This is an optimization exercise on Yosys and OpenROAD, whose aim is small area, not a production implementation. Function was checked by simulation only, so behaviour that the tests miss may differ from the original. Power and IR drop assume default switching activity.

==> flow/design.v (excerpt) <==
module frame_codec (
    input  wire        clk,
    input  wire        rst,
    input  wire        cmd_valid,
    output wire        cmd_ready,
    input  wire [7:0]  cmd_id,
    input  wire [15:0] cmd_len,
    input  wire        ack_valid,
    output wire        ack_ready,
    input  wire [7:0]  ack_seq,
    input  wire [7:0]  ack_type,
    input  wire        ack_short,
    input  wire        pl_valid,
    output wire        pl_ready,
    input  wire [7:0]  pl_data,
    output wire        tx_valid,
    input  wire        tx_ready,
    output wire [7:0]  tx_data,
    output wire [3:0]  tx_err,
    input  wire        open_req,
    input  wire        close_req,
    input  wire        in_valid,
    output wire        in_ready,
    input  wire [7:0]  in_data,
    output wire        q_valid,
    input  wire        q_pop,
    output wire        q_sentinel,
    output wire [7:0]  q_ctl,
    output wire [7:0]  q_seq,
    output wire [7:0]  q_mtype,
    output wire [15:0] q_len,
    output wire [15:0] q_cksum,
    input  wire [3:0]  q_idx,
    output wire [7:0]  q_byte,
    output wire [2:0]  ev_code,
    output wire        rx_closed,
    output wire        fault
);
For scale: about 1,700 flip-flops, roughly 50,000 um^2 of cells after synthesis.
==> flow/config.mk <==
export PLATFORM = sky130hd
export DESIGN_NAME = frame_codec
export DESIGN_NICKNAME = frame_codec
export VERILOG_FILES = /design/flow/design.v
export SDC_FILE = /design/flow/constraint.sdc
export NUM_CORES = 4
export LEC_CHECK = 0
export CAP_MARGIN = 20
export CORE_MARGIN = 2
export CORE_UTILIZATION = 55
export SLEW_MARGIN = 20
==> flow/constraint.sdc <==
create_clock -name core_clock -period 10.0 [get_ports {clk}]
set_input_delay 2.0000 -clock core_clock [delete_from_list [all_inputs] [get_ports {clk}]]
set_output_delay 2.0000 -clock core_clock [all_outputs]
set_load 0.01 [all_outputs]
standard.sh (not shown) runs the stock make flow with config.mk's settings and CLKGATE_MAP_FILE= SYNTH_SCRIPT=/design/flow/synth_recipe.tcl, a recipe that flattens the netlist after the stock synthesis.
==> flow/flow/run.sh <==
#!/bin/bash
# Layout: the standard flow (standard.sh with synth_recipe.tcl), with
# three changes to how the layout is built:
#  - technology mapping: ORFS's scripts are copied into scripts/ here and the
#    ABC script that synthesis runs (abc_speed.script) is replaced by
#    flow/abc_area.script, an area-recovering mapping without ABC's buffering
#    and gate upsizing (placement repairs the nets that need buffers). The
#    registers are mapped by dfflibmap before ABC runs, so they are the
#    standard synthesis's;
#  - clock tree: clkbuf_4 buffers driving sink clusters of up to 9 registers,
#    and no dummy loads (the default tree pads every level with them);
#  - each port gets the smallest buffer, buf_1, instead of clkdlybuf4s50_1.
# The make output goes to standard.log; each ORFS step keeps its own log
# under orfs/logs.
set -euo pipefail
rm -rf scripts
cp -r "$FLOW_HOME/scripts" scripts
cp flow/abc_area.script scripts/abc_speed.script
export SCRIPTS_DIR="$PWD/scripts"
export CTS_ARGS="-sink_clustering_enable -repair_clock_nets -dont_use_dummy_load -buf_list {sky130_fd_sc_hd__clkbuf_4} -sink_clustering_size 9 -sink_clustering_max_diameter 45"
export BUFFER_PORTS_ARGS="-buffer_cell sky130_fd_sc_hd__buf_1"
bash standard.sh > standard.log 2>&1
==> flow/flow/abc_area.script <==
strash
&get -n
&fraig -x
&put
scorr
dc2
dretime
strash
&get -n
&dch -f
&nf -R 1000
&put
The baseline ran to the end with no violations.
Edit:
--- a/flow/design.v
+++ b/flow/design.v
@@ -89,48 +89,54 @@
                         f_len[7:0] <= ack_type;
                         acc        <= CK_SEED;
                         par        <= 1'b0;
                         state      <= T_SOF;
                     end
                 end else if (cmd_fire) begin
                     if (cmd_len == 16'hFFFF) begin
                         err8 <= 1'b1;             
                     end else begin
                         is_ack  <= 1'b0;
                         f_a     <= cmd_id;
-                        f_len   <= cmd_len + 16'd1;
+                        f_len   <= cmd_len;
                         acc     <= CK_SEED;
                         par     <= 1'b0;
                         state   <= T_SOF;
                     end
                 end
             end else if (tx_fire) begin
                 if (body_byte) begin
                     if (!par) acc[15:8] <= acc[15:8] ^ tx_data;
                     else      acc[7:0]  <= acc[7:0]  ^ tx_data;
                     par <= ~par;
                 end
                 case (state)
-                    T_SOF:   state <= T_SEQ;
+                    T_SOF: begin
+                        if (!is_ack) f_len <= f_len + 16'd1;
+                        state <= T_SEQ;
+                    end
                     T_SEQ: begin
                         if (!is_ack) seq_ctr <= seq_ctr + 8'd1;
                         state <= T_TYPE;
                     end
                     T_TYPE:  state <= is_ack ? T_CKLO : T_LEN0;
                     T_LEN0:  state <= ext_len ? T_LENHI : T_ID;
                     T_LENHI: state <= T_LENLO;
                     T_LENLO: state <= T_ID;
-                    T_ID:    state <= (f_len == 16'd1) ? T_CKLO : T_PAY;
+                    T_ID: begin
+                        f_len <= ~f_len;
+                        state <= (f_len == 16'd1) ? T_CKLO : T_PAY;
+                    end
                     T_PAY: begin
-                        f_len <= f_len - 16'd1;
-                        if (f_len == 16'd2) state <= T_CKLO;
+                        f_len <= f_len + 16'd1;
+                        if (f_len == 16'hFFFD) state <= T_CKLO;
                     end
                     T_CKLO:  state <= T_CKHI;
                     T_CKHI:  state <= T_IDLE;
                     default: state <= T_IDLE;
                 endcase
             end
         end
     end
 endmodule
 module fc_rx (
     input  wire        clk,
@@ -175,23 +181,23 @@
                      S_FAULT  = 4'd10;
     reg [3:0]  state;
     reg        open_flag;
     reg        r_sof, r_c6k, r_c6;
     reg [7:0]  r_seq;
     reg [1:0]  r_mt;
     reg [15:0] r_len, r_cnt, r_acc;
     reg        r_par, r_cklo_ok;
     reg [127:0] buf_q;      
     reg [7:0]  qs;              
     reg [2:0]  head, tail;
-    reg [3:0]  count;
+    reg        full;            
     reg [170:0] ring [0:7];     
     reg [2:0]   ph;
     reg         pend, pendb;    
     reg [2:0]   pslot, pslotb;
     wire [2:0]   hpos  = head + ph;
     wire         byp   = pend && (pslot == head);
     wire         bypb  = pendb && (pslotb == head);
     wire [8:0]   hsel, hselb;
     genvar gi, gb;
     generate
         for (gi = 0; gi < 8; gi = gi + 1) begin : g_hsel
@@ -219,32 +225,32 @@
         for (gi = 0; gi < 16; gi = gi + 1) begin : g_isel
             assign isel[gi] = (q_idx == gi);
         end
         for (gb = 0; gb < 8; gb = gb + 1) begin : g_byte
             wire [15:0] col;
             for (gi = 0; gi < 16; gi = gi + 1) begin : g_col
                 assign col[gi] = rhd[8*gi + gb];
             end
             fc_sel16 u_sel (.s(isel), .d(col), .y(q_byte[gb]));
         end
     endgenerate
-    assign q_valid    = (count != 4'd0);
+    assign q_valid    = full || (head != tail);
     assign q_sentinel = qs[head];
     assign q_seq      = hhd[39:32];
     assign q_len      = hhd[31:16];
     assign q_cksum    = hhd[15:0];
     assign q_mtype    = {1'b1, 1'b0, 1'b1, hmt[1], hmt[1], 1'b0, hmt[1], hmt[1] | hmt[0]};
     wire   len_nz     = |q_len;
     assign q_ctl      = {5'd0, ~len_nz, len_nz | hhd[42], 1'b0};
     wire pop_fire = q_pop && q_valid;
-    wire q_space  = !count[3] || pop_fire;
+    wire q_space  = !full || pop_fire;
     assign in_ready  = (state == S_SEEK && open_flag) ||
                        (state != S_SEEK && state != S_CLOSED && state != S_FAULT);
     assign rx_closed = (state == S_CLOSED);
     wire in_fire = in_valid && in_ready;
     wire ctl_ok   = (in_data == CTL_SOF) || (in_data == CTL_EOT) || (in_data == CTL_ACK);
     wire is_a1    = (in_data == 8'hA1);
     wire is_bb    = (in_data == 8'hBB);
     wire mtype_ok = (in_data == 8'hA0) || is_a1 || is_bb;
     wire [15:0] acc_next = r_par ? {r_acc[15:8], r_acc[7:0] ^ in_data}
                                  : {r_acc[15:8] ^ in_data, r_acc[7:0]};
     wire ck_match = r_cklo_ok && (in_data == r_acc[15:8]);
@@ -372,32 +378,32 @@
     wire buf_wr = (state == S_BODY) && in_fire && (r_cnt[15:4] == 12'd0);
     integer k;
     always @(posedge clk) begin
         for (k = 0; k < 16; k = k + 1)
             if (buf_wr && r_cnt[3:0] == k)
                 buf_q[8*k +: 8] <= in_data;
     end
     always @(posedge clk) begin
         if (rst) begin
             head  <= 3'd0;
             tail  <= 3'd0;
-            count <= 4'd0;
+            full  <= 1'b0;
         end else begin
             if (push)
                 tail <= tail + 3'd1;
             if (pop_fire)
                 head <= head + 3'd1;
             if (push && !pop_fire)
-                count <= count + 4'd1;
+                full <= (tail + 3'd1 == head);
             else if (pop_fire && !push)
-                count <= count - 4'd1;
+                full <= 1'b0;
         end
     end
     always @(posedge clk) begin
         if (push)
             for (k = 0; k < 8; k = k + 1)
                 if (tail == k) qs[k] <= push_sent;
     end
     localparam [170:0] PART_B = {43'd0, {104{1'b1}}, 24'd0};
     reg s0, n0, s4, n4, sb, nb;
     wire       push_b  = push_frame && (r_len[15:2] != 14'd0);
     wire       wait_n  = push_frame || (pend && !(s0 || s4));
Effect: The changed run ran to the end with no violations; wire length decreases by 1.2%; first-iteration DRC count fell by 5.1%; cell area shrinks by 0.70%; sequential power fell by about 0.8%; worst hold slack gains 0.022 ns; power shrinks by 3.5%; non-clock buffer count drops by 17; clock skew falls by 0.014 ns; maximum frequency decreases by 3.4%; global-route usage came out lower by 0.31 points; via count came out lower by 1.2%.

static timing again, ports no longer ideal:
In the flow no input, the clock included, has a driving cell. The finished layouts below were timed again as built, in two steps.
Step 1 assumes that a clkbuf_16 drives the clock port and a buf_2 every other input.
Step 2 times the ports against the registers' clock, not the clock port: input delays grow and output delays shrink by t, the midpoint of the rising clock arrivals with the driver on.
a / b / c = ideal / step 1 / step 2; a / b = the first two.
run | t (ns) | setup WS [ns] | worst setup path after step 2 | worst register clock-pin slew, ns | worst slew at a driven data input, ns
the first run | 1.171 | 2.093 / 2.026 / 3.069 | input to output | 0.11 / 0.11 | 0.08
the second run | 1.181 | 1.817 / 1.747 / 2.929 | register to output | 0.11 / 0.11 | 0.06
After both steps setup and hold are still met in every run listed.
